What follows belongs to an exercise in optimizing a design on an open flow for a short achievable clock period; a production flow would make more cautious choices. At most, simulation tests tie the RTL to the original design; equivalence was not proved. Only the layout flow was run in runs 1 and 2; the RTL was not checked for function there. Power figures rest on the tool's default switching activity, not on a simulated workload.

==> flow/design.v <==
module fsv (
    input  wire         clk,
    input  wire         rst,         
    input  wire         op_valid,
    input  wire [11:0]  op_word,
    output reg  [7:0]   acc,
    output wire [151:0] fb,
    output reg  [4:0]   len,
    output reg          ovf,
    output reg          valid,
    output reg  [7:0]   cmd,
    output reg  [7:0]   tid0,
    output reg  [7:0]   tid1,
    output reg  [15:0]  pm25,
    output reg  [15:0]  pm10,
    output reg  [7:0]   fwy,
    output reg  [7:0]   fwm,
    output reg  [7:0]   fwd,
    output reg  [7:0]   rid0,
    output reg  [7:0]   rid1,
    output reg          pmw,
    output reg          fww,
    output reg          idw,
    output reg  [2:0]   err,
    output reg          fatal
);
    localparam [7:0] HEADER    = 8'hAA;
    localparam [7:0] TAIL      = 8'hAB;
    localparam [7:0] TYPE_CMD  = 8'hB4;
    localparam [7:0] TYPE_ACK  = 8'hC5;
    localparam [7:0] TYPE_DATA = 8'hC0;
    localparam [2:0] E_OK        = 3'd0;
    localparam [2:0] E_INVPARAM  = 3'd1;
    localparam [2:0] E_MALFORMED = 3'd3;
    localparam [2:0] E_ILLEGAL   = 3'd4;
    localparam [2:0] E_OVERFLOW  = 3'd5;
    localparam [2:0] E_RESCMD    = 3'd6;
    function [7:0] sel8;
        input       s;
        input [7:0] a;
        input [7:0] b;
        sel8 = ({8{s}} & a) | ({8{~s}} & b);
    endfunction
    function legal_cmd;
        input [7:0] c;
        legal_cmd = (c == 8'h02) || (c == 8'h04) || (c == 8'h05) ||
                    (c == 8'h06) || (c == 8'h07) || (c == 8'h08);
    endfunction
    reg  [151:0] fb_q;
    wire [7:0]   fbuf [0:18];
    genvar gi;
    generate
        for (gi = 0; gi < 19; gi = gi + 1) begin : g_fb_bytes
            assign fbuf[gi] = fb_q[8*gi +: 8];
        end
    endgenerate
    assign fb = fb_q;
    reg  [19:0] lo;           
    reg  [18:0] th;           
    reg         cl;           
    reg         bok;          
    reg  [7:0]  acc_n;        
    reg  [7:0]  cmd_n;        
    reg  [7:0]  tid0_n;       
    reg  [7:0]  tid1_n;       
    reg  [7:0]  s_all, snap2, d8, d17;
    reg         rok, cok;     
    wire [7:0] acc_i  = ~acc_n;
    wire [7:0] cmd_i  = ~cmd_n;
    wire [7:0] tid0_i = ~tid0_n;
    wire [7:0] tid1_i = ~tid1_n;
    wire [3:0] opc = op_word[11:8];
    wire [7:0] imm = op_word[7:0];
    wire iz = (imm == 8'h00);
    wire d_csclr  = op_valid && (opc == 4'h1) && iz;
    wire d_csadd  = op_valid && (opc == 4'h2);
    wire d_fclr   = op_valid && (opc == 4'h3) && iz;
    wire d_push   = op_valid && (opc == 4'h4);
    wire d_vcmd   = op_valid && (opc == 4'h5) && iz;
    wire d_vrpl   = op_valid && (opc == 4'h6) && iz;
    wire d_setcmd = op_valid && (opc == 4'h7);
    wire d_setid0 = op_valid && (opc == 4'h8);
    wire d_setid1 = op_valid && (opc == 4'h9);
    wire d_bcmd   = op_valid && (opc == 4'hA) && iz;
    wire d_decpm  = op_valid && (opc == 4'hB) && iz;
    wire d_decfw  = op_valid && (opc == 4'hC) && iz;
    wire d_decid  = op_valid && (opc == 4'hD) && iz;
    wire zop   = (opc == 4'h1) || (opc == 4'h3) || (opc == 4'h5) || (opc == 4'h6) ||
                 (opc == 4'hA) || (opc == 4'hB) || (opc == 4'hC) || (opc == 4'hD);
    wire d_ill = op_valid && ((zop && !iz) || (opc == 4'h0) ||
                              (opc == 4'hE) || (opc == 4'hF));
    wire imm_tail  = (imm == TAIL);
    wire imm_legal = legal_cmd(imm);
    wire full = lo[19];
    wire       pre9, pre18;
    wire [7:0] cs, dsum;
    wire [4:0] len_inc;
    wire [95:0] fdata;                    
    fsv_st u_st (
        .fb_q(fb_q), .lo(lo), .th(th), .cmd(cmd_i), .tid0(tid0_i),
        .tid1(tid1_i), .s_all(s_all), .snap2(snap2), .d8(d8), .d17(d17),
        .pre9(pre9), .pre18(pre18), .cs(cs), .dsum(dsum),
        .len_inc(len_inc), .fdata(fdata)
    );
    reg  [7:0] frame [0:18];
    integer i;
    always @(*) begin
        frame[0] = HEADER;
        frame[1] = TYPE_CMD;
        frame[2] = cmd_i;
        for (i = 0; i < 12; i = i + 1)
            frame[3 + i] = fdata[8*i +: 8];
        frame[15] = tid0_i;
        frame[16] = tid1_i;
        frame[17] = cs;
        frame[18] = TAIL;
    end
    wire b_ok   = d_bcmd && bok;
    wire p_ok   = d_push && !full;
    wire clr    = rst || d_fclr;
    wire [7:0] acc_nx  = rst ? 8'h00 :
                         d_csclr ? 8'h00 :
                         sel8(d_csadd, acc_i + imm, acc_i);
    wire [4:0]  len_nx = clr ? 5'd0 :
                         p_ok ? len_inc :
                         b_ok ? 5'd19 : len;
    wire [19:0] lo_nx  = clr ? 20'd1 :
                         p_ok ? {lo[18:0], 1'b0} :
                         b_ok ? (20'd1 << 19) : lo;
    wire [18:0] th_nx  = clr ? 19'd0 :
                         p_ok ? {th[17:0], 1'b1} :
                         b_ok ? {19{1'b1}} : th;
    wire le12_nx = clr ? 1'b1 : p_ok ? !th[11] : b_ok ? 1'b0 : !th[12];
    wire cl_nx   = rst ? 1'b0 : d_setcmd ? imm_legal : cl;
    wire [7:0] cmd_nx  = rst ? 8'h00 : sel8(d_setcmd, imm, cmd_i);
    wire [7:0] tid0_nx = rst ? 8'hFF : sel8(d_setid0, imm, tid0_i);
    wire [7:0] tid1_nx = rst ? 8'hFF : sel8(d_setid1, imm, tid1_i);
    wire [7:0] s_all_nx = clr ? 8'h00 : sel8(d_push, s_all + imm, s_all);
    always @(posedge clk) begin
        acc    <= acc_nx;
        acc_n  <= ~acc_nx;
        len    <= len_nx;
        lo     <= lo_nx;
        th     <= th_nx;
        cl     <= cl_nx;
        bok    <= cl_nx && le12_nx;
        cmd    <= cmd_nx;
        cmd_n  <= ~cmd_nx;
        tid0   <= tid0_nx;
        tid0_n <= ~tid0_nx;
        tid1   <= tid1_nx;
        tid1_n <= ~tid1_nx;
        s_all  <= s_all_nx;
        snap2  <= sel8(lo[2], s_all, snap2);
        d8     <= sel8(lo[8], dsum, d8);
        d17    <= sel8(lo[17], dsum, d17);
        ovf    <= !clr && ((d_push && full) || ovf);
        rok    <= !rst && (d_push ? (pre9 && imm_tail) :
                           (d_fclr || b_ok) ? 1'b0 : rok);
        cok    <= !rst && (d_push ? (pre18 && imm_tail) :
                           d_fclr ? 1'b0 : (b_ok || cok));
        valid  <= !rst && (d_vcmd ? cok : d_vrpl ? rok : valid);
        pm25   <= rst ? 16'h0000 :
                  (d_decpm && rok) ? {fbuf[3], fbuf[2]} : pm25;
        pm10   <= rst ? 16'h0000 :
                  (d_decpm && rok) ? {fbuf[5], fbuf[4]} : pm10;
        pmw    <= !rst && ((d_decpm && rok) || pmw);
        fwy    <= rst ? 8'h00 : sel8(d_decfw && rok, fbuf[3], fwy);
        fwm    <= rst ? 8'h00 : sel8(d_decfw && rok, fbuf[4], fwm);
        fwd    <= rst ? 8'h00 : sel8(d_decfw && rok, fbuf[5], fwd);
        fww    <= !rst && ((d_decfw && rok) || fww);
        rid0   <= rst ? 8'h00 : sel8((d_decfw || d_decid) && rok, fbuf[6], rid0);
        rid1   <= rst ? 8'h00 : sel8((d_decfw || d_decid) && rok, fbuf[7], rid1);
        idw    <= !rst && (((d_decfw || d_decid) && rok) || idw);
        fatal  <= 1'b0;
        if (rst)
            err <= E_OK;
        else if (d_ill)
            err <= E_ILLEGAL;
        else if (d_push)
            err <= full ? E_OVERFLOW : E_OK;
        else if (d_bcmd)
            err <= !cl ? E_RESCMD : !bok ? E_INVPARAM : E_OK;
        else if (d_decpm || d_decfw || d_decid)
            err <= rok ? E_OK : E_MALFORMED;
        else if (op_valid)
            err <= E_OK;
    end
    generate
        for (gi = 0; gi < 19; gi = gi + 1) begin : g_fb_cells
            wire [7:0] held;
            if (gi < 12) begin : g_low
                assign held = sel8(b_ok, frame[gi], fb_q[8*gi +: 8]);
            end else begin : g_high
                assign held = fb_q[8*gi +: 8];
            end
            always @(posedge clk)
                fb_q[8*gi +: 8] <= rst ? 8'h00 :
                                   sel8(d_push && lo[gi], imm,
                                        sel8(th[gi], held, frame[gi]));
        end
    endgenerate
endmodule
module fsv_st (
    input  wire [151:0] fb_q,
    input  wire [19:0]  lo,
    input  wire [18:0]  th,
    input  wire [7:0]   cmd,
    input  wire [7:0]   tid0,
    input  wire [7:0]   tid1,
    input  wire [7:0]   s_all,
    input  wire [7:0]   snap2,
    input  wire [7:0]   d8,
    input  wire [7:0]   d17,
    output wire         pre9,     
    output wire         pre18,    
    output wire [7:0]   cs,       
    output wire [7:0]   dsum,     
    output reg  [4:0]   len_inc,  
    output reg  [95:0]  fdata     
);
    wire [7:0] fbuf [0:18];
    genvar gi;
    generate
        for (gi = 0; gi < 19; gi = gi + 1) begin : g_fb_bytes
            assign fbuf[gi] = fb_q[8*gi +: 8];
        end
    endgenerate
    assign pre9  = lo[9] && (fbuf[0] == 8'hAA) &&
                   ((fbuf[1] == 8'hC5) || (fbuf[1] == 8'hC0)) &&
                   (d8 == fbuf[8]);
    assign pre18 = lo[18] && (fbuf[0] == 8'hAA) && (fbuf[1] == 8'hB4) &&
                   (d17 == fbuf[17]);
    assign cs    = cmd + tid0 + tid1 + s_all;
    assign dsum  = s_all - snap2;
    integer i;
    always @(*) begin
        len_inc = 5'd0;
        for (i = 0; i < 19; i = i + 1)
            if (lo[i]) len_inc = len_inc | (i + 1);
        for (i = 0; i < 12; i = i + 1)
            fdata[8*i +: 8] = th[i] ? fbuf[i] : 8'h00;
    end
endmodule
==> flow/run.sh <==
#!/bin/bash
# synth_recipe.tcl (not shown) runs the flow's synth.tcl, then flattens the netlist and writes it again
# the make line also repeats each setting of config.mk as NAME=value (left out here)
make -C /OpenROAD-flow-scripts/flow DESIGN_CONFIG=/design/flow/config.mk WORK_HOME=/design/flow/orfs CLKGATE_MAP_FILE= SYNTH_SCRIPT=/design/flow/synth_recipe.tcl finish
==> flow/config.mk <==
export PLATFORM = sky130hd
export DESIGN_NAME = fsv
export DESIGN_NICKNAME = fsv
export VERILOG_FILES = /design/flow/design.v
export SDC_FILE = /design/flow/constraint.sdc
export NUM_CORES = 4
export LEC_CHECK = 0
export ABC_CLOCK_PERIOD_IN_PS = 300
export CAP_MARGIN = 20
export CORE_MARGIN = 2
export CORE_UTILIZATION = 40
export PLACE_DENSITY = 0.6
export SETUP_SLACK_MARGIN = 4.6
export SLEW_MARGIN = 20
export SYNTH_HIERARCHICAL = 1
==> flow/constraint.sdc <==
create_clock -name core_clock -period 7.0 [get_ports {clk}]
set_input_delay 1.4000 -clock core_clock [delete_from_list [all_inputs] [get_ports {clk}]]
set_output_delay 1.4000 -clock core_clock [all_outputs]
set_load 0.01 [all_outputs]
==> results.ini, run 1 <==
[detailed_routing]
dr.first_iter.drc_count = 1447
detailedRoute.firstPassIterationCount = 5
postRouteAntennaNets = 0
post_drt_wl_per_cell_um = 24.3
detail_route.vias_per_cell = 5.84
num_vias = 17800
number_of_drc_violations_after_detailed_routing = 0
total_wire_length_after_detailed_routing_mm = 74.3

[grt]
largest_net_degree_at_the_start_of_global_routing = 84
leftover_overflow_at_the_end_of_global_routing = 0
wire_length_of_the_first_global_routing_pass_mm = 105
globalRouteTotalUtil_pct = 31.1
initial_antenna_violation_count = 0
vias_in_the_first_global_route = 16900

[sta]
setup_total_negative_slack_ns = 0
final_period_demand_of_the_worst_path_ns = 3.14
fmax_mhz = 318
rsz0062_at_grt = yes
slew_limit_fails = 0
fin_crit_sh_pct = 44.9
endpoints_failing_setup = 0
worst_pin_slew_ns = 0.945
slew_headroom_pct = 36.9
worst_clock_skew_ns = 0.0188
final_hold_viol_count = 0

[layout]
final_common_cell = sky130_fd_sc_hd__buf_6
final_net_count = 2541
mostFrequentLayoutCells = sky130_fd_sc_hd__buf_6 (310), sky130_fd_sc_hd__buf_4 (201), sky130_fd_sc_hd__dfxtp_2 (197)
antenna_cells = 0
drive_gt1_share_pct = 57.4
syn_to_final_growth_pct = 66.8
finish.utilization_pct = 67.7
multi_input_comb_area_mm2 = 0.0112
final-seq-area_mm2 = 0.00828
fill_cells = 3047

[place]
half_perimeter_wire_length_after_detailed_placement_mm = 39.8
gp_congestion = 0.841
place.port_buffers = 283

[pwr]
powerDensity_mw_per_mm2 = 173
finalPower_uw = 4900
leakage_uw = 0.0117
max-vdd-ir-drop_mv = 0.194

[worst_setup_path]
cells_along_the_critical_path = buf_12 -> buf_12 -> buf_6 -> buf_6 -> buf_6 -> buf_6 -> nor4_4 -> nand2_2 -> buf_6 -> buf_6 -> or4_4 -> nand2_1 -> a21oi_1
cp_slowest_stage_delay_ns = 0.58
required_ns = 7.43
worst_setup_path_startpoint = op_word[5]
critical_path_peak_fanout = 6
setup.worst_path.start_class = primary input
path_common_cell = sky130_fd_sc_hd__buf_6
critical_path.endpoint_type = flop
cp_data_arrival_time_ns = 3.57
critical-path-top-delay-family = simple AND/OR/NAND/NOR gates
timing.setup.critical_path_class = primary input to flop
timing.critical_path.slowest_stage_cell = sky130_fd_sc_hd__or4_4
critical_path.reg2reg.startpoint = cmd_n[0]$_DFF_P_
cp_num_buf_inv = 8

[clock_tree]
clkTransAtPathRegs_ns = 0.06
cts.sink_count = 376
tritoncts_clock_tree = done
cts.root.buffer_cell = sky130_fd_sc_hd__clkbuf_16
cts.hold.buffers_added = 0
cts.path.max_buffers = 3
clock_buffers_created_by_tritoncts = 43
ctsHtreeMaxLevel = 2
worstSkewPairLatency_ns = 0.58

[floorplanning]
die-height_um = 210
coreArea_mm2 = 0.0419
start_util_pct = 40.6
floorplan.die_area_mm2 = 0.0442
std_cell_rows = 75
die_x_um = 210
num_io_pins = 285

[logic_synthesis]
postSynthRegisterBits = 376
synth_cells = 1980
postSynth.asyncResetShare_pct = 0
post_synth_instance_area_mm2 = 0.0170
syn-num-nets = 2040
post_synth.cell_area_avg_um2 = 8.59
ys_seq_area_share_pct = 45.7
ys.flop_type = sky130_fd_sc_hd__dfxtp_1
number_of_flops_mapped_to_enable_cells_by_yosys = 24
ys_warn_count = 9
yosysUniqueCellTypes = 66

[outcome]
outcome = timing/DRC/antenna clean

[worst_hold_path]
min-delay-path-class = flop to flop

[flow_run]
timing.max_cap.violations = 0

cell usage after synthesis, drive strengths merged (3+ instances only):
cell,instances,area (µm²)
or2,3,18.8
mux2i,48,480
nor2,205,769
o21bai,7,52.6
nor2b,23,144
a22o,8,70.1
o21a,3,22.5
or4b,3,30.0
buf,32,179
edfxtp,24,721
o21ai,48,240
nand2b,25,156
ha,28,350
fa,17,340
nand4b,4,35.0
nand3,116,581
nor3,29,145
a211oi,45,338
a31oi,4,25.0
and2,101,633
or3,5,31.3
nand4,9,56.3
inv,89,334
nor4,17,131
nand2,297,1230
a21o,6,45.0
a211o,11,96.3
a311oi,78,683
a22oi,5,37.5
a2bb2oi,16,140
xnor2,25,219
clkbuf,113,424
and3,4,25.0
a21oi,120,601
o221a,21,236
o211ai,3,22.5
dfxtp,352,7050
or4,6,52.6
xor2,7,61.3
modules after synthesis, one instance, submodules excluded:
| module | cell area (µm²) | cells inside | flip-flops and latches |
|---|---|---|---|
| fsv | 15200 | 1730 | 376 |
| fsv_st | 1830 | 250 | 0 |
where the power goes:
group | internal [µW] | leakage [µW] | switching, µW
Combinational | 208 | 0.00784 | 251
Sequential | 2170 | 0.00321 | 42.7
Clock | 1270 | 0.000680 | 955
worst paths after layout:
check,to,slack (ns),depth (start not counted)
hold / removal,flop,0.47,2
setup / recovery,flop,3.86,13
hold reg to reg,flop,0.47,2
setup reg to reg,flop,3.88,12
cell families after synthesis:
logic type | count (synthesis) | share of synthesized area, %
DFF | 376 | 45.7
muxes | 48 | 2.82
other | 1 | 0.0220
and+or+nand+nor | 855 | 24.1
AOI/OAI and AO/OA | 389 | 16.1
buffers and inverters | 234 | 5.51
adders and majority gates | 45 | 4.06
xor gates and xnor gates | 32 | 1.65
worst reg2reg max path, cell delays in order (launching register included):
cell                       delay (ns)
sky130_fd_sc_hd__dfxtp_1         0.37
sky130_fd_sc_hd__inv_1           0.14
sky130_fd_sc_hd__fa_1            0.48
sky130_fd_sc_hd__fa_2            0.48
sky130_fd_sc_hd__ha_4            0.18
sky130_fd_sc_hd__fa_2            0.35
sky130_fd_sc_hd__a21o_1          0.18
sky130_fd_sc_hd__a21oi_2         0.14
sky130_fd_sc_hd__o21bai_1        0.09
sky130_fd_sc_hd__a21oi_2         0.14
sky130_fd_sc_hd__xnor2_1         0.16
sky130_fd_sc_hd__mux2i_1         0.11
sky130_fd_sc_hd__a211oi_1        0.21
metal layers:
metal | GRT usage [%] | part of all wire (%)
met3 | 5.75 | 7.7
met2 | 50.6 | 46
met5 | 0 | 0
met1 | 39.2 | 39
met4 | 16.7 | 6.6
repair_timing:
item / in CTS / in global routing
pin swaps: 257 / 131
setup buffers: 195 / 67
setup endpoints to repair: 621 / 576
gates cloned: 30 / 4
hold endpoints to repair: 0 / 0
gates resized for setup: 2146 / 276
through the flow:
stage	hold slack [ns]	worst slack (ns)	cells	area, µm²
CTS	0.459	3.92	2980	26600
global route	0.481	3.77	3051	28400
global placement	0.439	2.21	2678	20600
floorplan	0.441	3.67	1980	17800
detailed placement	0.443	2.01	2679	20700
finish	0.467	3.86	3051	28400
area by class of cell:
type,instances,share of cell area (%)
clock buffer,65,4.55
clock inverter,11,0.260
sequential,376,29.2
tap,539,2.38
multi-input combinational,1380,39.4
timing repair buffer,591,23.1
inverter,89,1.19
==> run 2, diff against run 1 <==
--- a/flow/design.v
+++ b/flow/design.v
@@ -63,7 +63,7 @@
     reg  [7:0]  cmd_n;        
     reg  [7:0]  tid0_n;       
     reg  [7:0]  tid1_n;       
-    reg  [7:0]  s_all, snap2, d8, d17;
+    reg  [7:0]  s_all, p, snap2, d8, d17;
     reg         rok, cok;     
     wire [7:0] acc_i  = ~acc_n;
     wire [7:0] cmd_i  = ~cmd_n;
@@ -97,8 +97,8 @@
     wire [4:0] len_inc;
     wire [95:0] fdata;                    
     fsv_st u_st (
-        .fb_q(fb_q), .lo(lo), .th(th), .cmd(cmd_i), .tid0(tid0_i),
-        .tid1(tid1_i), .s_all(s_all), .snap2(snap2), .d8(d8), .d17(d17),
+        .fb_q(fb_q), .lo(lo), .th(th), .p(p), .cmd(cmd_i),
+        .s_all(s_all), .snap2(snap2), .d8(d8), .d17(d17),
         .pre9(pre9), .pre18(pre18), .cs(cs), .dsum(dsum),
         .len_inc(len_inc), .fdata(fdata)
     );
@@ -135,7 +135,11 @@
     wire [7:0] cmd_nx  = rst ? 8'h00 : sel8(d_setcmd, imm, cmd_i);
     wire [7:0] tid0_nx = rst ? 8'hFF : sel8(d_setid0, imm, tid0_i);
     wire [7:0] tid1_nx = rst ? 8'hFF : sel8(d_setid1, imm, tid1_i);
-    wire [7:0] s_all_nx = clr ? 8'h00 : sel8(d_push, s_all + imm, s_all);
+    wire [7:0] s_add    = s_all + imm;
+    wire [7:0] s_all_nx = clr ? 8'h00 : sel8(d_push, s_add, s_all);
+    wire [7:0] p_nx     = rst ? 8'hFE :
+                          d_setid0 ? tid1_i + imm :
+                          sel8(d_setid1, tid0_i + imm, p);
     always @(posedge clk) begin
         acc    <= acc_nx;
         acc_n  <= ~acc_nx;
@@ -151,6 +155,7 @@
         tid1   <= tid1_nx;
         tid1_n <= ~tid1_nx;
         s_all  <= s_all_nx;
+        p      <= p_nx;
         snap2  <= sel8(lo[2], s_all, snap2);
         d8     <= sel8(lo[8], dsum, d8);
         d17    <= sel8(lo[17], dsum, d17);
@@ -205,9 +210,8 @@
     input  wire [151:0] fb_q,
     input  wire [19:0]  lo,
     input  wire [18:0]  th,
+    input  wire [7:0]   p,        
     input  wire [7:0]   cmd,
-    input  wire [7:0]   tid0,
-    input  wire [7:0]   tid1,
     input  wire [7:0]   s_all,
     input  wire [7:0]   snap2,
     input  wire [7:0]   d8,
@@ -231,7 +235,7 @@
                    (d8 == fbuf[8]);
     assign pre18 = lo[18] && (fbuf[0] == 8'hAA) && (fbuf[1] == 8'hB4) &&
                    (d17 == fbuf[17]);
-    assign cs    = cmd + tid0 + tid1 + s_all;
+    assign cs    = cmd + p + s_all;
     assign dsum  = s_all - snap2;
     integer i;
     always @(*) begin
==> run 2 against run 1 <==
  * Clock-buffer cell count is 1 lower
  * Largest power group unchanged
  * First-iteration DRC count is 28% higher
  * Register-to-register slack better by 0.45 ns
  * Die area is 3.6% higher
  * Still clean on timing, DRC and antenna
  * Critical path depth is 1 lower
  * Flip-flop and latch count is 8 higher
  * Setup slack better by 0.26 ns
  * Sequential share of layout area is 1.0 points lower
  * Sequential power is 2% higher
  * Utilization is 1.4 points higher
  * Final area is 5.3% higher
==> results.ini, run 2 <==
[grt]
leftover_overflow_at_the_end_of_global_routing = 0  ; unchanged
largest_net_degree_at_the_start_of_global_routing = 123  ; +46%
wire_length_of_the_first_global_routing_pass_mm = 113  ; +8.2%
vias_in_the_first_global_route = 17600  ; +4.5%
initial_antenna_violation_count = 3  ; +3
globalRouteTotalUtil_pct = 32.3  ; +1.2 points

[clock_tree]
cts.root.buffer_cell = sky130_fd_sc_hd__clkbuf_16
ctsHtreeMaxLevel = 2  ; unchanged
clkTransAtPathRegs_ns = 0.06  ; about the same
clock_buffers_created_by_tritoncts = 43  ; unchanged
cts.sink_count = 384  ; +2.1%
tritoncts_clock_tree = done
worstSkewPairLatency_ns = 0.59  ; about the same
cts.path.max_buffers = 3  ; unchanged

[sta]
final_hold_viol_count = 0  ; unchanged
rsz0062_at_grt = yes
worst_pin_slew_ns = 1.27  ; +0.329 ns
endpoints_failing_setup = 0  ; unchanged
fmax_mhz = 347  ; +9.0%
slew_limit_fails = 0  ; unchanged
slew_headroom_pct = 14.9  ; -22 points
worst_clock_skew_ns = 0.0168  ; -0.00199 ns
final_period_demand_of_the_worst_path_ns = 2.88  ; -0.260 ns
fin_crit_sh_pct = 41.2  ; -3.7 points
setup_total_negative_slack_ns = 0  ; unchanged

[layout]
syn_to_final_growth_pct = 69.5
final_net_count = 2739  ; +7.8%
instances_no_fill = 3291  ; +7.9%
final_common_cell = sky130_fd_sc_hd__buf_6
drive_gt1_share_pct = 54.2  ; -3.2 points
mostFrequentLayoutCells = sky130_fd_sc_hd__buf_6 (299), sky130_fd_sc_hd__nor2_1 (236), sky130_fd_sc_hd__buf_4 (236)

[floorplanning]
die-height_um = 214  ; +1.8%
num_io_pins = 285  ; unchanged
die_x_um = 214  ; +1.8%
std_cell_rows = 76  ; +1.3%
start_util_pct = 40.7  ; +0.19 points
floorplan.die_area_mm2 = 0.0458  ; +3.6%
coreArea_mm2 = 0.0433  ; +3.1%

[detailed_routing]
dr.first_iter.drc_count = 1848  ; +28%
detail_route.vias_per_cell = 5.77  ; -1.2%
postRouteAntennaNets = 0  ; unchanged
num_vias = 19000  ; +6.6%
total_wire_length_after_detailed_routing_mm = 80.1  ; +7.9%
number_of_drc_violations_after_detailed_routing = 0  ; unchanged
detailedRoute.firstPassIterationCount = 6  ; +1
post_drt_wl_per_cell_um = 24.4  ; about the same

[worst_setup_path]
cells_along_the_critical_path = buf_12 -> buf_12 -> nor4_4 -> buf_4 -> and2_4 -> nand4_1 -> buf_12 -> buf_8 -> nor2_4 -> buf_6 -> nand2_4 -> a21oi_2
critical_path_peak_fanout = 5  ; -1
cp_slowest_stage_delay_ns = 0.30  ; -0.28 ns
timing.critical_path.slowest_stage_cell = sky130_fd_sc_hd__nand4_1
critical_path.reg2reg.startpoint = cmd_n[1]$_DFF_P_
cp_data_arrival_time_ns = 3.38  ; -0.19 ns
critical-path-top-delay-family = buffers and inverters
cp_num_buf_inv = 6  ; -2
timing.setup.critical_path_class = primary input to flop
setup.reg_to_reg.worst_slack_ns = 4.33  ; +0.45 ns
path_common_cell = sky130_fd_sc_hd__buf_12
critical_path_depth = 12  ; -1
rr_worst_depth = 11  ; -1
required_ns = 7.50  ; +0.07 ns
setup.worst_path.start_class = primary input
critical_path.endpoint_type = flop

[logic_synthesis]
ys_seq_area_share_pct = 45.0  ; -0.69 points
netlist.top_cell.by_area = sky130_fd_sc_hd__dfxtp_1
synth_cells = 2119  ; +7.0%
postSynthRegisterBits = 384  ; +2.1%
post_synth.cell_area_avg_um2 = 8.32  ; -3.2%
count_leader_synth = sky130_fd_sc_hd__dfxtp_1
number_of_flops_mapped_to_enable_cells_by_yosys = 24  ; unchanged
synth_area_leaders = sky130_fd_sc_hd__dfxtp_1 (41%), sky130_fd_sc_hd__nand2_1 (6.6%), sky130_fd_sc_hd__nor2_1 (5.4%), sky130_fd_sc_hd__a21oi_1 (4.2%), sky130_fd_sc_hd__edfxtp_1 (4.1%)
yosys.area.top_type_share_pct = 40.9  ; -0.54 points
ys.flop_type = sky130_fd_sc_hd__dfxtp_1
postSynth.asyncResetShare_pct = 0  ; unchanged
yosysUniqueCellTypes = 64  ; -3.0%
ys_warn_count = 9  ; unchanged
syn-num-nets = 2188  ; +7.3%
post_synth_instance_area_mm2 = 0.0176  ; +3.6%
synthTopCellsByCount = sky130_fd_sc_hd__dfxtp_1 (360), sky130_fd_sc_hd__nand2_1 (308), sky130_fd_sc_hd__nor2_1 (253), sky130_fd_sc_hd__a21oi_1 (147), sky130_fd_sc_hd__nand3_1 (112)

[pwr]
powerDensity_mw_per_mm2 = 173  ; about the same
max-vdd-ir-drop_mv = 0.161  ; -17%
leakage_uw = 0.0123  ; +4.5%

[worst_hold_path]
min_path_cells = 2  ; unchanged
min-delay-path-class = flop to flop

[place]
place.port_buffers = 283  ; unchanged
half_perimeter_wire_length_after_detailed_placement_mm = 40.8  ; +2.5%
dpl.cell_count = 2862  ; +6.8%
gp_congestion = 0.837  ; -0.42%

[flow_run]
timing.max_cap.violations = 0  ; unchanged

[outcome]
outcome = timing/DRC/antenna clean

## run 2: changes by cell type after synthesis, moves of 16 or more
cell / change
sky130_fd_sc_hd__buf_2: +20
sky130_fd_sc_hd__nor3_1: +39
sky130_fd_sc_hd__a21oi_1: +27
sky130_fd_sc_hd__clkbuf_1: -20
sky130_fd_sc_hd__nand2_1: +20
sky130_fd_sc_hd__a2bb2oi_1: -16
sky130_fd_sc_hd__nor2_1: +48
sky130_fd_sc_hd__o221a_2: -21
## run 2: worst min-delay path: stages (launching register included)
cell	delay (ns)
sky130_fd_sc_hd__dfxtp_2	0.32
sky130_fd_sc_hd__nand2_1	0.05
sky130_fd_sc_hd__a21oi_1	0.05
## run 2: kinds of logic after synthesis
logic type | Yosys count | share of synthesized area, %
compound gates | 398 | 14.8
xor+xnor | 47 | 2.34
fa+ha+maj | 54 | 4.39
buf+inv | 224 | 5.22
flops | 384 | 45.0
mux | 52 | 2.95
other cells | 1 | 0.0213
simple gates | 959 | 25.3
## run 2: how the worst max path moves through the flow
stage / start / endpoint / slack, ns
finish: op_word[5] / flop / 4.12
global route: op_word[7] / flop / 4.09
CTS: cmd_n[1]$_DFF_P_ / flop / 4.28
detailed placement: op_word[10] / flop / 2.61
global placement: op_word[10] / lo[6]$_SDFFE_PP0P_ / 2.73
floorplan: op_word[0] / flop / 4.05
## run 2: where the power goes
group / internal (µW) / total [µW] / switching (µW)
sequential: 2210 / 2260 / 41.5
clock: 1400 / 2380 / 976
combinational: 242 / 530 / 287
total: 3860 / 5160 / 1300
## run 2: stage by stage
stage / hold WS (ns) / total power, µW / utilization [%] / setup WS [ns] / area (µm²)
floorplan: 0.438 / 2520 / - / 4.05 / 18900
global placement: 0.439 / 2650 / 49.9 / 2.73 / 21600
detailed placement: 0.446 / 2660 / 49.9 / 2.61 / 21600
CTS: 0.456 / 5120 / 64.7 / 4.28 / 28000
global route: 0.474 / 5300 / 69.1 / 4.09 / 29900
finish: 0.458 / 5160 / 69.1 / 4.12 / 29900
## run 2: Yosys stat by module (local to each module, per instance)
| module | times used | flops+latches |
|---|---|---|
| fsv_st | 1 | 0 |
| fsv | 1 | 384 |
## run 2: area by class of cell
class,count,area (µm²)
Sequential cell,384,8420
Clock buffer,64,1310
Inverter,78,307
Timing Repair Buffer,639,7140
Fill cell,3149,13400
Tap cell,585,732
Antenna cell,2,5.00
Multi-Input combinational cell,1524,11800
Clock inverter,15,169
## run 2: timing repair
action / CTS / global route
endpoints found under the setup margin: 631 / 605
gates resized for setup: 2082 / 254
buffers inserted: 227 / 77
hold buffers: 0 / 0
gates cloned: 40 / 4
pin swaps: 220 / 195
## run 2: metal layers
| metal | part of all wire [%] | track usage, % | vias to the layer above |
|---|---|---|---|
| li1 | - | - | 8432 |
| met1 | 38 | 40.0 | 9289 |
| met2 | 48 | 53.5 | 979 |
| met3 | 8.7 | 6.25 | 275 |
| met4 | 5.6 | 16.6 | 2 |
| met5 | 0.017 | 0 | - |
==> run 3, diff against run 2 <==
--- a/flow/design.v
+++ b/flow/design.v
@@ -63,7 +63,7 @@
     reg  [7:0]  cmd_n;        
     reg  [7:0]  tid0_n;       
     reg  [7:0]  tid1_n;       
-    reg  [7:0]  s_all, p, snap2, d8, d17;
+    reg  [7:0]  s_all, q, p, snap2, d8, d17;
     reg         rok, cok;     
     wire [7:0] acc_i  = ~acc_n;
     wire [7:0] cmd_i  = ~cmd_n;
@@ -97,7 +97,7 @@
     wire [4:0] len_inc;
     wire [95:0] fdata;                    
     fsv_st u_st (
-        .fb_q(fb_q), .lo(lo), .th(th), .p(p), .cmd(cmd_i),
+        .fb_q(fb_q), .lo(lo), .th(th), .p(p), .q(q),
         .s_all(s_all), .snap2(snap2), .d8(d8), .d17(d17),
         .pre9(pre9), .pre18(pre18), .cs(cs), .dsum(dsum),
         .len_inc(len_inc), .fdata(fdata)
@@ -137,6 +137,10 @@
     wire [7:0] tid1_nx = rst ? 8'hFF : sel8(d_setid1, imm, tid1_i);
     wire [7:0] s_add    = s_all + imm;
     wire [7:0] s_all_nx = clr ? 8'h00 : sel8(d_push, s_add, s_all);
+    wire [7:0] q_nx     = rst ? 8'h00 :
+                          d_fclr ? cmd_i :
+                          d_push ? q + imm :
+                          sel8(d_setcmd, s_add, q);
     wire [7:0] p_nx     = rst ? 8'hFE :
                           d_setid0 ? tid1_i + imm :
                           sel8(d_setid1, tid0_i + imm, p);
@@ -155,6 +159,7 @@
         tid1   <= tid1_nx;
         tid1_n <= ~tid1_nx;
         s_all  <= s_all_nx;
+        q      <= q_nx;
         p      <= p_nx;
         snap2  <= sel8(lo[2], s_all, snap2);
         d8     <= sel8(lo[8], dsum, d8);
@@ -211,7 +216,7 @@
     input  wire [19:0]  lo,
     input  wire [18:0]  th,
     input  wire [7:0]   p,        
-    input  wire [7:0]   cmd,
+    input  wire [7:0]   q,        
     input  wire [7:0]   s_all,
     input  wire [7:0]   snap2,
     input  wire [7:0]   d8,
@@ -235,7 +240,7 @@
                    (d8 == fbuf[8]);
     assign pre18 = lo[18] && (fbuf[0] == 8'hAA) && (fbuf[1] == 8'hB4) &&
                    (d17 == fbuf[17]);
-    assign cs    = cmd + p + s_all;
+    assign cs    = p + q;
     assign dsum  = s_all - snap2;
     integer i;
     always @(*) begin
--- a/flow/config.mk
+++ b/flow/config.mk
@@ -8,8 +8,8 @@
 export ABC_CLOCK_PERIOD_IN_PS = 300
 export CAP_MARGIN = 20
 export CORE_MARGIN = 2
-export CORE_UTILIZATION = 40
-export PLACE_DENSITY = 0.6
+export CORE_UTILIZATION = 45
+export PLACE_DENSITY = 0.65
 export SETUP_SLACK_MARGIN = 4.6
 export SLEW_MARGIN = 20
 export SYNTH_HIERARCHICAL = 1
==> run 3 against run 2 <==
  * Setup slack got worse by 0.54 ns
  * Combinational power rose by 4.9%
  * Sequential share of layout area rose by 0.061 points
  * Critical path depth fell by 3
  * Sequential power rose by 2%
  * Flip-flop and latch count rose by 8
  * Clock-buffer cell count did not move
  * First-iteration DRC count rose by 45%
==> results.ini, run 3 <==
[layout]
final_net_count = 2812  ; +2.7%
final_common_cell = sky130_fd_sc_hd__buf_6
finish.utilization_pct = 76.8  ; +7.7 points
fill_cells = 2441  ; -22%
drive_gt1_share_pct = 54.0  ; -0.25 points
antenna_cells = 0  ; -2
syn_to_final_growth_pct = 68.6
mostFrequentLayoutCells = sky130_fd_sc_hd__buf_6 (291), sky130_fd_sc_hd__buf_4 (231), sky130_fd_sc_hd__nor2_1 (214)
final-seq-area_mm2 = 0.00860  ; +2.1%
multi_input_comb_area_mm2 = 0.0124  ; +4.8%

[grt]
initial_antenna_violation_count = 3  ; unchanged
wire_length_of_the_first_global_routing_pass_mm = 119  ; +5.1%
grt_util_met2_pct = 58.9  ; +5.4 points
gr-usage-met3_pct = 9.63  ; +3.4 points
globalRouteTotalUtil_pct = 37.6  ; +5.3 points
leftover_overflow_at_the_end_of_global_routing = 0  ; unchanged
largest_net_degree_at_the_start_of_global_routing = 87  ; -29%
busiest_layer = met2
vias_in_the_first_global_route = 19200  ; +9.0%
grt_util_met1_pct = 45.2  ; +5.2 points

[place]
half_perimeter_wire_length_after_detailed_placement_mm = 41.6  ; +1.8%
dpl_worst_slack_ns = 2.19  ; -0.426 ns
place.port_buffers = 283  ; unchanged
gp_congestion = 0.874  ; +4.4%

[logic_synthesis]
postSynthRegisterBits = 392  ; +2.1%
synthTopCellsByCount = sky130_fd_sc_hd__dfxtp_1 (368), sky130_fd_sc_hd__nand2_1 (323), sky130_fd_sc_hd__nor2_1 (259), sky130_fd_sc_hd__a21oi_1 (158), sky130_fd_sc_hd__clkbuf_1 (131)
ys.flop_type = sky130_fd_sc_hd__dfxtp_1
count_leader_synth = sky130_fd_sc_hd__dfxtp_1
post_synth.cell_area_avg_um2 = 8.24  ; -0.93%
ys_seq_area_share_pct = 44.8  ; -0.18 points
postSynth.asyncResetShare_pct = 0  ; unchanged
synth_area_leaders = sky130_fd_sc_hd__dfxtp_1 (41%), sky130_fd_sc_hd__nand2_1 (6.7%), sky130_fd_sc_hd__nor2_1 (5.4%), sky130_fd_sc_hd__a21oi_1 (4.4%), sky130_fd_sc_hd__edfxtp_1 (4.0%)
netlist.top_cell.by_area = sky130_fd_sc_hd__dfxtp_1
post_synth_instance_area_mm2 = 0.0181  ; +2.4%
yosysUniqueCellTypes = 67  ; +4.7%
number_of_flops_mapped_to_enable_cells_by_yosys = 24  ; unchanged
yosys.area.top_type_share_pct = 40.8  ; -0.085 points
synth_cells = 2191  ; +3.4%
ys_warn_count = 9  ; unchanged
syn-num-nets = 2262  ; +3.4%

[detailed_routing]
postRouteAntennaNets = 0  ; unchanged
post_drt_wl_per_cell_um = 27.4  ; +13%
detail_route.vias_per_cell = 6.31  ; +9.4%
number_of_drc_violations_after_detailed_routing = 0  ; unchanged
detailedRoute.firstPassIterationCount = 7  ; +1
num_vias = 20800  ; +9.7%
total_wire_length_after_detailed_routing_mm = 90.5  ; +13%
dr.first_iter.drc_count = 2679  ; +45%

[sta]
endpoints_failing_setup = 0  ; unchanged
slew_limit_fails = 0  ; unchanged
worst_slack_ns = 3.58  ; -0.541 ns
rsz0062_at_grt = yes
worst_clock_skew_ns = 0.0236  ; +0.00678 ns
worst_pin_slew_ns = 1.27  ; +0.000473 ns
setup_total_negative_slack_ns = 0  ; unchanged
final_hold_viol_count = 0  ; unchanged
final_period_demand_of_the_worst_path_ns = 3.42  ; +0.541 ns
slew_headroom_pct = 14.8  ; -0.18 points
fin_crit_sh_pct = 48.9  ; +7.7 points
fmax_mhz = 292  ; -16%

[pwr]
comb_power_share_pct = 10.7  ; +0.4 points
leakage_uw = 0.0121  ; -0.97%
powerDensity_mw_per_mm2 = 171  ; -0.98%
cell_internal_power_dissipation_uw = 3850  ; -0.27%
swShare_pct = 26.1  ; +0.84 points
switchingPower_uw = 1360  ; +4.2%
power.sequential.fraction_pct = 44.2  ; +0.5 points
max-vdd-ir-drop_mv = 0.149  ; -7.5%
clockPowerShare_pct = 45.2  ; -0.9 points

[clock_tree]
ctsHtreeMaxLevel = 2  ; unchanged
cts.sink_count = 392  ; +2.1%
clkTransAtPathRegs_ns = 0.07  ; about the same
cts.root.buffer_cell = sky130_fd_sc_hd__clkbuf_16
tritoncts_clock_tree = done
worstSkewPairLatency_ns = 0.60  ; about the same
clock_buffers_created_by_tritoncts = 43  ; unchanged
cts.path.max_buffers = 3  ; unchanged
cts.hold.buffers_added = 0  ; unchanged

[floorplanning]
coreArea_mm2 = 0.0396  ; -8.4%
num_io_pins = 285  ; unchanged
start_util_pct = 45.6  ; +4.8 points
floorplan.die_area_mm2 = 0.0417  ; -8.8%
die-height_um = 204  ; -4.5%
std_cell_rows = 73  ; -3.9%
die_x_um = 204  ; -4.5%

[worst_setup_path]
cp_data_arrival_time_ns = 3.94  ; +0.56 ns
timing.setup.critical_path_class = primary input to flop
setup.worst_path.start_class = primary input
required_ns = 7.51  ; about the same
critical_path_peak_fanout = 7  ; +2
setup.reg_to_reg.worst_slack_ns = 4.08  ; -0.25 ns
critical_path.endpoint_type = flop

[worst_hold_path]
min-delay-path-class = flop to flop

[flow_run]
timing.max_cap.violations = 0  ; unchanged

[outcome]
outcome = timing/DRC/antenna clean

run 3: repair_timing:
item	CTS	global route
setup buffers	229	68
pin swaps	256	166
resized for setup	2118	282
endpoints found under the setup margin	637	550
cloned	50	4
run 3: cells by family after synthesis:
kind of cell	after synthesis	synth area share (%)
fa+ha+maj	56	4.17
compound gates	421	15.4
xor+xnor	54	2.62
simple gates	995	25.5
mux	51	2.83
other cells	1	0.0208
buf+inv	221	4.76
flops	392	44.8
run 3: modules after synthesis (local to each module, per instance):
module	copies in the design	cells	flops+latches	cell area, µm²
fsv	1	1972	392	16600
fsv_st	1	219	0	1500
run 3: stage by stage:
| stage | hold slack, ns | std cells | instance area (µm²) | power [µW] |
|---|---|---|---|---|
| after global placement | 0.434 | 2870 | 22000 | 2700 |
| after global routing | 0.475 | 3299 | 30400 | 5310 |
| after detailed placement | 0.442 | 2870 | 22000 | 2700 |
| after floorplan | 0.438 | 2191 | 19400 | 2570 |
| final | 0.456 | 3299 | 30400 | 5210 |
| after CTS | 0.450 | 3227 | 28600 | 5080 |
run 3: final timing paths:
path	end	start	cells past startpoint
worst min register to register	pm25[6]$_SDFFE_PP0P_	pm25[6]$_SDFFE_PP0P_	2
worst min-delay path	pm25[6]$_SDFFE_PP0P_	pm25[6]$_SDFFE_PP0P_	2
worst max register to register	rok$_DFF_P_	fb_q[11]$_SDFF_PP0_	7
worst max-delay path	bok$_DFF_P_	op_word[2]	9
run 3: power by group through the flow:
stage	clock network [µW]	registers, µW	logic [µW]
2_1_floorplan	0	2360	213
3_3_place_gp	0	2370	329
3_5_place_dp	0	2370	334
4_1_cts	2310	2300	474
5_1_grt	2440	2300	571
6_report	2350	2300	556
run 3: metal layers:
metal  vias up  wire length [µm]
met5         -               112
met4         4              8390
met3       618             11500
met2      1626             39400
met1      9827             31200
li1       8738                 -
run 3: critical path: stages:
cell	delay, ns
sky130_fd_sc_hd__buf_12	0.13
sky130_fd_sc_hd__buf_12	0.16
sky130_fd_sc_hd__buf_4	0.16
sky130_fd_sc_hd__buf_4	0.14
sky130_fd_sc_hd__nand2b_4	0.16
sky130_fd_sc_hd__o32ai_1	1.02
sky130_fd_sc_hd__nand3_1	0.21
sky130_fd_sc_hd__a21oi_2	0.33
sky130_fd_sc_hd__nor2b_1	0.22
run 3: layout make-up:
cell class                      count  share of cell area [%]
Timing Repair Buffer              637                    23.4
Clock inverter                     14                   0.432
Multi-Input combinational cell   1597                    40.6
Clock buffer                       64                    4.23
Inverter                           70                   0.880
Sequential cell                   392                    28.2
Tap cell                          525                    2.16
==> run 4, diff against run 3 <==
--- a/flow/config.mk
+++ b/flow/config.mk
@@ -8,8 +8,8 @@
 export ABC_CLOCK_PERIOD_IN_PS = 300
 export CAP_MARGIN = 20
 export CORE_MARGIN = 2
-export CORE_UTILIZATION = 45
-export PLACE_DENSITY = 0.65
-export SETUP_SLACK_MARGIN = 4.6
+export CORE_UTILIZATION = 40
+export PLACE_DENSITY = 0.6
+export SETUP_SLACK_MARGIN = 4.8
 export SLEW_MARGIN = 20
 export SYNTH_HIERARCHICAL = 1
==> run 4 against run 3 <==
  * Still clean
  * Final area up 2.7%
  * Hold slack better by 0.0050 ns
  * Critical path depth grew 2
  * Sequential share of layout area is 0.68 points lower
  * Via count decreased by 3.6%
  * Maximum frequency increased by 15%
  * Synthesized cell count unchanged
  * First-iteration DRC count decreased by 31%
  * Largest cell class unchanged
  * Largest power group unchanged
==> results.ini, run 4 <==
[sta]
worst_pin_slew_ns = 1.06  ; -0.214 ns
rsz0062_at_grt = yes
endpoints_failing_setup = 0  ; unchanged
slew_limit_fails = 0  ; unchanged
fin_crit_sh_pct = 42.4  ; -6.5 points
worst_clock_skew_ns = 0.0235  ; -0.000126 ns
fmax_mhz = 337  ; +15%
worst_slack_ns = 4.03  ; +0.455 ns
setup_total_negative_slack_ns = 0  ; unchanged
final_period_demand_of_the_worst_path_ns = 2.97  ; -0.455 ns
final_hold_viol_count = 0  ; unchanged
slew_headroom_pct = 29.2  ; +14 points

[floorplanning]
die-height_um = 216  ; +5.9%
num_io_pins = 285  ; unchanged
coreArea_mm2 = 0.0444  ; +12%
std_cell_rows = 77  ; +5.5%
start_util_pct = 40.7  ; -4.9 points
floorplan.die_area_mm2 = 0.0469  ; +12%
die_x_um = 216  ; +5.9%

[detailed_routing]
num_vias = 20100  ; -3.6%
number_of_drc_violations_after_detailed_routing = 0  ; unchanged
dr.first_iter.drc_count = 1861  ; -31%
postRouteAntennaNets = 0  ; unchanged
detailedRoute.firstPassIterationCount = 5  ; -2
detail_route.vias_per_cell = 5.93  ; -6.1%
total_wire_length_after_detailed_routing_mm = 86.4  ; -4.6%
post_drt_wl_per_cell_um = 25.5  ; -7.0%

[layout]
instances_no_fill = 3387  ; +2.7%
stdcell_area_mm2 = 0.0313  ; +2.7%
syn_to_final_growth_pct = 73.2
drive_gt1_share_pct = 56.4  ; +2.4 points
final-seq-area_mm2 = 0.00862  ; +0.25%
fill_cells = 3126  ; +28%
final_common_cell = sky130_fd_sc_hd__buf_6
multi_input_comb_area_mm2 = 0.0127  ; +2.5%
final_net_count = 2834  ; +0.78%
mostFrequentLayoutCells = sky130_fd_sc_hd__buf_6 (324), sky130_fd_sc_hd__buf_4 (224), sky130_fd_sc_hd__nor2_1 (198)
antenna_cells = 0  ; unchanged

[clock_tree]
tritoncts_clock_tree = done
cts.hold.buffers_added = 0  ; unchanged
clkTransAtPathRegs_ns = 0.06  ; about the same
clock_buffers_created_by_tritoncts = 44  ; +2.3%
ctsHtreeMaxLevel = 2  ; unchanged
cts.sink_count = 392  ; unchanged
worstSkewPairLatency_ns = 0.60  ; about the same
cts.path.max_buffers = 3  ; unchanged
cts.root.buffer_cell = sky130_fd_sc_hd__clkbuf_16

[logic_synthesis]
synth_area_leaders = sky130_fd_sc_hd__dfxtp_1 (41%), sky130_fd_sc_hd__nand2_1 (6.7%), sky130_fd_sc_hd__nor2_1 (5.4%), sky130_fd_sc_hd__a21oi_1 (4.4%), sky130_fd_sc_hd__edfxtp_1 (4.0%)
synth_adder_area_share_pct = 4.17  ; unchanged
syn-num-nets = 2262  ; unchanged
count_leader_synth = sky130_fd_sc_hd__dfxtp_1
ys_warn_count = 9  ; unchanged
postSynth.asyncResetShare_pct = 0  ; unchanged
combinational_family_with_the_most_area_after_synthesis = simple AND/OR/NAND/NOR gates
synthTopCellsByCount = sky130_fd_sc_hd__dfxtp_1 (368), sky130_fd_sc_hd__nand2_1 (323), sky130_fd_sc_hd__nor2_1 (259), sky130_fd_sc_hd__a21oi_1 (158), sky130_fd_sc_hd__clkbuf_1 (131)
yosysUniqueCellTypes = 67  ; unchanged
ys_seq_area_share_pct = 44.8  ; unchanged
postSynthRegisterBits = 392  ; unchanged
post_synth.cell_area_avg_um2 = 8.24  ; unchanged
synth_area_in_compound_gates_pct = 15.4  ; unchanged
number_of_flops_mapped_to_enable_cells_by_yosys = 24  ; unchanged
synth_cells = 2191  ; unchanged
yosys-mux-area-fraction_pct = 2.83  ; unchanged
post_synth_instance_area_mm2 = 0.0181  ; unchanged
synth-simple-area-share_pct = 25.5  ; unchanged
yosys.area.top_type_share_pct = 40.8  ; unchanged
ys.flop_type = sky130_fd_sc_hd__dfxtp_1
synth-xor-area-share_pct = 2.62  ; unchanged
netlist.top_cell.by_area = sky130_fd_sc_hd__dfxtp_1

[worst_hold_path]
worst_hold_startpoint = pm25[13]$_SDFFE_PP0P_
min_path_cells = 2  ; unchanged
timing.hold.worst_endpoint = pm25[13]$_SDFFE_PP0P_
min-delay-path-class = flop to flop

[pwr]
comb_power_share_pct = 10.3  ; -0.4 points
powerDensity_mw_per_mm2 = 167  ; -2.6%
clockPowerShare_pct = 45.6  ; +0.4 points
cell_internal_power_dissipation_uw = 3890  ; +0.98%
swShare_pct = 25.4  ; -0.66 points
finalPower_uw = 5210  ; about the same
switchingPower_uw = 1330  ; -2.5%
power.sequential.fraction_pct = 44.1  ; about the same
leakage_uw = 0.0124  ; +2.3%
max-vdd-ir-drop_mv = 0.151  ; +1.7%

[grt]
largest_net_degree_at_the_start_of_global_routing = 163  ; +87%
globalRouteTotalUtil_pct = 33.5  ; -4.1 points
vias_in_the_first_global_route = 18600  ; -3.1%
wire_length_of_the_first_global_routing_pass_mm = 119  ; -0.27%
leftover_overflow_at_the_end_of_global_routing = 0  ; unchanged
initial_antenna_violation_count = 0  ; -3

[worst_setup_path]
timing.setup.critical_path_class = primary input to flop
critical_path.reg2reg.startpoint = fb_q[11]$_SDFF_PP0_
critical_path_peak_fanout = 8  ; +1
setup.worst_path.start_class = primary input
rr_worst_depth = 7  ; unchanged
required_ns = 7.47  ; -0.04 ns
critical_r2r_capture = rok$_DFF_P_
critical_path.endpoint_type = flop
setup.reg_to_reg.worst_slack_ns = 4.78  ; +0.70 ns
cp_data_arrival_time_ns = 3.44  ; -0.50 ns

[flow_run]
timing.max_cap.violations = 0  ; unchanged

[place]
dpl_worst_slack_ns = 2.53  ; +0.336 ns
half_perimeter_wire_length_after_detailed_placement_mm = 42.7  ; +2.6%
gp_congestion = 0.859  ; -1.7%
dpl-instance-area_mm2 = 0.0221  ; +0.27%
dpl.cell_count = 2935  ; +2.3%
place.port_buffers = 283  ; unchanged

[outcome]
outcome = timing/DRC/antenna clean

[run 4: what timing repair did]
item / CTS / global route
resized for setup: 2152 / 368
buffers inserted: 220 / 95
pin swaps: 219 / 219
cloned: 52 / 7
setup endpoints to repair: 639 / 611
[run 4: logic make-up after synthesis]
logic type                 Yosys count
and+or+nand+nor                    995
AOI/OAI and AO/OA                  421
DFF                                392
buffers and inverters              221
adders and majority gates           56
xor gates and xnor gates            54
muxes                               51
other                                1
[run 4: Yosys stat by module, one instance, submodules excluded]
module | cell area, µm² | cells inside | copies in the design | flip-flops and latches
fsv | 16600 | 1972 | 1 | 392
fsv_st | 1500 | 219 | 1 | 0
[run 4: power by group through the flow]
| stage | Sequential (µW) | Clock (µW) | Combinational, µW |
|---|---|---|---|
| floorplan | 2360 | 0 | 213 |
| global placement | 2370 | 0 | 330 |
| detailed placement | 2370 | 0 | 335 |
| CTS | 2300 | 2380 | 476 |
| global route | 2300 | 2480 | 559 |
| finish | 2300 | 2380 | 538 |
[run 4: layout make-up]
cell class	count	area share (%)
clock buffers	62	3.99
clock inverters	16	0.632
inverters	70	0.856
multi-input cells	1600	40.6
flip-flops and latches	392	27.6
well taps	592	2.37
repair buffers	655	24.0
[run 4: how the worst max path moves through the flow]
| stage | startpoint | to | depth (start not counted) |
|---|---|---|---|
| 2_1_floorplan | op_word[1] | flop | 10 |
| 3_3_place_gp | op_word[6] | flop | 9 |
| 3_5_place_dp | op_word[10] | lo[8]$_SDFFE_PN0P_ | 7 |
| 4_1_cts | op_word[2] | flop | 9 |
| 5_1_grt | op_word[9] | flop | 9 |
| 6_report | op_word[2] | flop | 11 |
[run 4: layer usage]
metal	global-route usage, %	up-vias	part of all wire (%)
li1	-	8794	-
met1	42.0	9836	38
met2	54.9	1123	47
met3	6.91	318	9.4
met4	16.4	0	5.9
met5	0	-	0
[run 4: worst max-delay path, cell delays in order]
cell	delay, ns
sky130_fd_sc_hd__buf_16	0.12
sky130_fd_sc_hd__buf_12	0.13
sky130_fd_sc_hd__nor4_4	0.37
sky130_fd_sc_hd__buf_4	0.19
sky130_fd_sc_hd__nand4_1	0.19
sky130_fd_sc_hd__buf_12	0.21
sky130_fd_sc_hd__buf_12	0.13
sky130_fd_sc_hd__buf_16	0.16
sky130_fd_sc_hd__nand2_8	0.13
sky130_fd_sc_hd__nand2_2	0.09
sky130_fd_sc_hd__a311oi_2	0.29
[run 4: metrics by stage]
step / hold slack, ns / utilization (%)
final: 0.461 / 70.4
after global routing: 0.481 / 70.4
after CTS: 0.454 / 65.0
after detailed placement: 0.439 / 49.7
after global placement: 0.435 / 49.7
after floorplan: 0.438 / -
==> run 5, diff against run 4 <==
--- a/flow/config.mk
+++ b/flow/config.mk
@@ -10,6 +10,6 @@
 export CORE_MARGIN = 2
 export CORE_UTILIZATION = 40
 export PLACE_DENSITY = 0.6
-export SETUP_SLACK_MARGIN = 4.8
+export SETUP_SLACK_MARGIN = 4.6
 export SLEW_MARGIN = 20
 export SYNTH_HIERARCHICAL = 1
==> run 5 against run 4 <==
  * Clock skew shrank 0.0021 ns
  * Setup slack gained 0.19 ns
  * Sequential power is essentially flat
==> results.ini, run 5 <==
[outcome]
outcome = timing/DRC/antenna clean

[logic_synthesis]
yosysUniqueCellTypes = 67  ; unchanged
ys.flop_type = sky130_fd_sc_hd__dfxtp_1
synth_area_in_compound_gates_pct = 15.4  ; unchanged
ys_warn_count = 9  ; unchanged
postSynth.asyncResetShare_pct = 0  ; unchanged
synth_adder_area_share_pct = 4.17  ; unchanged
synth-xor-area-share_pct = 2.62  ; unchanged
yosys.area.top_type_share_pct = 40.8  ; unchanged
post_synth.cell_area_avg_um2 = 8.24  ; unchanged
synth_cells = 2191  ; unchanged
combinational_family_with_the_most_area_after_synthesis = simple AND/OR/NAND/NOR gates
count_leader_synth = sky130_fd_sc_hd__dfxtp_1
postSynthRegisterBits = 392  ; unchanged
syn-num-nets = 2262  ; unchanged
number_of_flops_mapped_to_enable_cells_by_yosys = 24  ; unchanged
synthTopCellsByCount = sky130_fd_sc_hd__dfxtp_1 (368), sky130_fd_sc_hd__nand2_1 (323), sky130_fd_sc_hd__nor2_1 (259), sky130_fd_sc_hd__a21oi_1 (158), sky130_fd_sc_hd__clkbuf_1 (131)
synth-simple-area-share_pct = 25.5  ; unchanged
yosys-mux-area-fraction_pct = 2.83  ; unchanged
ys_seq_area_share_pct = 44.8  ; unchanged
synth_area_leaders = sky130_fd_sc_hd__dfxtp_1 (41%), sky130_fd_sc_hd__nand2_1 (6.7%), sky130_fd_sc_hd__nor2_1 (5.4%), sky130_fd_sc_hd__a21oi_1 (4.4%), sky130_fd_sc_hd__edfxtp_1 (4.0%)
netlist.top_cell.by_area = sky130_fd_sc_hd__dfxtp_1
post_synth_instance_area_mm2 = 0.0181  ; unchanged

[sta]
fin_hold_ws_ns = 0.454  ; -0.00676 ns
setup_total_negative_slack_ns = 0  ; unchanged
worst_pin_slew_ns = 1.06  ; -0.00273 ns
final_hold_viol_count = 0  ; unchanged
worst_clock_skew_ns = 0.0213  ; -0.00213 ns
fmax_mhz = 360  ; +6.9%
slew_headroom_pct = 29.4  ; +0.18 points
endpoints_failing_setup = 0  ; unchanged
final_period_demand_of_the_worst_path_ns = 2.78  ; -0.192 ns
fin_crit_sh_pct = 39.7  ; -2.7 points
slew_limit_fails = 0  ; unchanged
rsz0062_at_grt = yes

[clock_tree]
clkTransAtPathRegs_ns = 0.06  ; about the same
ctsHtreeMaxLevel = 2  ; unchanged
cts.path.max_buffers = 3  ; unchanged
tritoncts_clock_tree = done
worstSkewPairLatency_ns = 0.59  ; about the same
cts.sink_count = 392  ; unchanged
clock_buffers_created_by_tritoncts = 45  ; +2.3%
cts.root.buffer_cell = sky130_fd_sc_hd__clkbuf_16

[detailed_routing]
postRouteAntennaNets = 0  ; unchanged
total_wire_length_after_detailed_routing_mm = 82.8  ; -4.1%
number_of_drc_violations_after_detailed_routing = 0  ; unchanged
detailedRoute.firstPassIterationCount = 5  ; unchanged
detail_route.vias_per_cell = 5.85  ; -1.2%
post_drt_wl_per_cell_um = 25.0  ; -2.1%
num_vias = 19400  ; -3.2%
dr.first_iter.drc_count = 1838  ; -1.2%

[worst_setup_path]
critical_path_peak_fanout = 7  ; -1
critical_path.endpoint_type = flop
required_ns = 7.52  ; +0.05 ns
worst_setup_path_startpoint = op_word[0]
setup.reg_to_reg.worst_slack_ns = 4.68  ; -0.10 ns
cp_data_arrival_time_ns = 3.30  ; -0.14 ns
setup.worst_path.start_class = primary input
timing.setup.critical_path_class = primary input to flop
critical_path.reg2reg.startpoint = fb_q[11]$_SDFF_PP0_

[grt]
vias_in_the_first_global_route = 18200  ; -2.0%
largest_net_degree_at_the_start_of_global_routing = 146  ; -10%
globalRouteTotalUtil_pct = 32.3  ; -1.2 points
initial_antenna_violation_count = 0  ; unchanged
leftover_overflow_at_the_end_of_global_routing = 0  ; unchanged
wire_length_of_the_first_global_routing_pass_mm = 115  ; -3.2%

[floorplanning]
std_cell_rows = 77  ; unchanged
die_x_um = 216  ; unchanged
coreArea_mm2 = 0.0444  ; unchanged
start_util_pct = 40.7  ; unchanged
die-height_um = 216  ; unchanged
floorplan.die_area_mm2 = 0.0469  ; unchanged
num_io_pins = 285  ; unchanged

[layout]
mostFrequentLayoutCells = sky130_fd_sc_hd__buf_6 (295), sky130_fd_sc_hd__nor2_1 (229), sky130_fd_sc_hd__buf_4 (197)
final_common_cell = sky130_fd_sc_hd__buf_6
final_net_count = 2764  ; -2.5%
instances_no_fill = 3318  ; -2.0%
drive_gt1_share_pct = 51.8  ; -4.6 points
fill_cells = 3367  ; +7.7%
antenna_cells = 0  ; unchanged
syn_to_final_growth_pct = 66.1
stdcell_area_mm2 = 0.0300  ; -4.1%

[place]
place.port_buffers = 283  ; unchanged
gp_congestion = 0.881  ; +2.5%
half_perimeter_wire_length_after_detailed_placement_mm = 42.9  ; +0.52%
dpl.cell_count = 2936  ; +0.034%
dpl-instance-area_mm2 = 0.0221  ; about the same

[worst_hold_path]
worst_hold_startpoint = idw$_DFF_P_
min-delay-path-class = flop to flop

[pwr]
max-vdd-ir-drop_mv = 0.162  ; +7.2%
leakage_uw = 0.0119  ; -4.2%
powerDensity_mw_per_mm2 = 172  ; +3.5%

[flow_run]
timing.max_cap.violations = 0  ; unchanged

[run 5: cell counts after synthesis]
No cell type changed its count.
[run 5: report_power, final]
group | total [µW] | leakage, µW | internal [µW] | switching [µW]
clock network | 2350 | 0.000704 | 1370 | 979
registers | 2300 | 0.00332 | 2260 | 42.0
logic | 520 | 0.00788 | 237 | 283
total | 5170 | 0.0119 | 3870 | 1300
[run 5: per-module statistics from Yosys, one instance, submodules excluded]
module	flip-flops and latches	times used	cells	cell area (µm²)
fsv	392	1	1972	16600
fsv_st	0	1	219	1500
[run 5: logic make-up after synthesis]
family,count (synthesis)
fa+ha+maj,56
simple gates,995
mux,51
xor+xnor,54
other cells,1
buf+inv,221
compound gates,421
flops,392
[run 5: routing by layer]
metal  track usage [%]  part of all wire [%]  vias to the layer above
li1                  -                     -                     8645
met1              40.4                    38                     9461
met2              53.3                    47                     1028
met3              6.74                   8.9                      289
met4              15.0                   5.7                        0
met5                 0                     0                        -
[run 5: cell type report]
cell class / instances / area [µm²] / share of cell area [%]
Multi-Input combinational cell: 1593 / 12200 / 40.6
Sequential cell: 392 / 8600 / 28.7
Timing Repair Buffer: 591 / 6760 / 22.5
Clock buffer: 73 / 1380 / 4.58
Tap cell: 592 / 741 / 2.47
Inverter: 70 / 273 / 0.909
Clock inverter: 7 / 66.3 / 0.221
[run 5: timing repair]
item                                    in CTS  in global routing
cloned                                      37                 10
gates resized for setup                   1959                375
hold buffers                                 0                  0
pin swaps                                  143                211
endpoints found under the setup margin     637                563
setup buffers                              196                 59
[run 5: path summary, 6_finish.rpt]
kind         cells past startpoint           to
max                             10         flop
max reg2reg                      7  rok$_DFF_P_
min reg2reg                      2  idw$_DFF_P_
min                              2  idw$_DFF_P_
[run 5: critical path, cell delays in order]
cell and delay, ns:
sky130_fd_sc_hd__buf_16 0.12, sky130_fd_sc_hd__buf_12 0.14, sky130_fd_sc_hd__buf_4 0.14, sky130_fd_sc_hd__ha_4 0.17
sky130_fd_sc_hd__a211oi_4 0.27, sky130_fd_sc_hd__o21ai_2 0.10, sky130_fd_sc_hd__a2111oi_2 0.35, sky130_fd_sc_hd__nor3_2 0.11
sky130_fd_sc_hd__or3_1 0.32, sky130_fd_sc_hd__a31oi_1 0.18
[run 5: stage by stage]
| stage | worst slack [ns] | utilization [%] | power, µW |
|---|---|---|---|
| after global routing | 4.14 | 67.5 | 5310 |
| after floorplan | 3.78 | - | 2570 |
| after CTS | 4.26 | 62.5 | 5130 |
| final | 4.22 | 67.5 | 5170 |
| after global placement | 2.60 | 49.7 | 2700 |
| after detailed placement | 2.51 | 49.7 | 2710 |

[separate check: timing with driven ports]
No port has a modelled driver above. Below, the same layouts with a new extraction and two added sets of constraints.
Step 1, drivers: a clkbuf_16 drives clk and a buf_2 each remaining input, both assumed.
Step 2 adds t to the input delays and takes it off the output delays; t is the mean of the earliest and latest rising clock arrival at the registers after step 1. Input paths then give back, and output paths get back, about the clock's delay inside the block.
a / b / c = no drivers / after step 1 / after step 2; a / b = the first two.
run	shift t [ns]	slack for setup (ns)	worst hold slack (ns)	worst setup path at the end
run 1	0.632	3.857 / 3.868 / 3.236	0.467 / 0.467 / 0.467	input to register
run 2	0.641	4.117 / 4.123 / 3.482	0.458 / 0.458 / 0.458	input to register
run 3	0.646	3.576 / 3.582 / 2.936	0.456 / 0.456 / 0.456	input to register
run 4	0.647	4.031 / 4.029 / 3.383	0.461 / 0.461 / 0.461	input to register
run 5	0.646	4.223 / 4.198 / 3.552	0.454 / 0.454 / 0.454	input to register
After both steps every run listed still meets setup and hold. For run 5, which loses most, drivers alone change the setup slack by -0.025 ns; drivers and shift together by -0.671 ns.
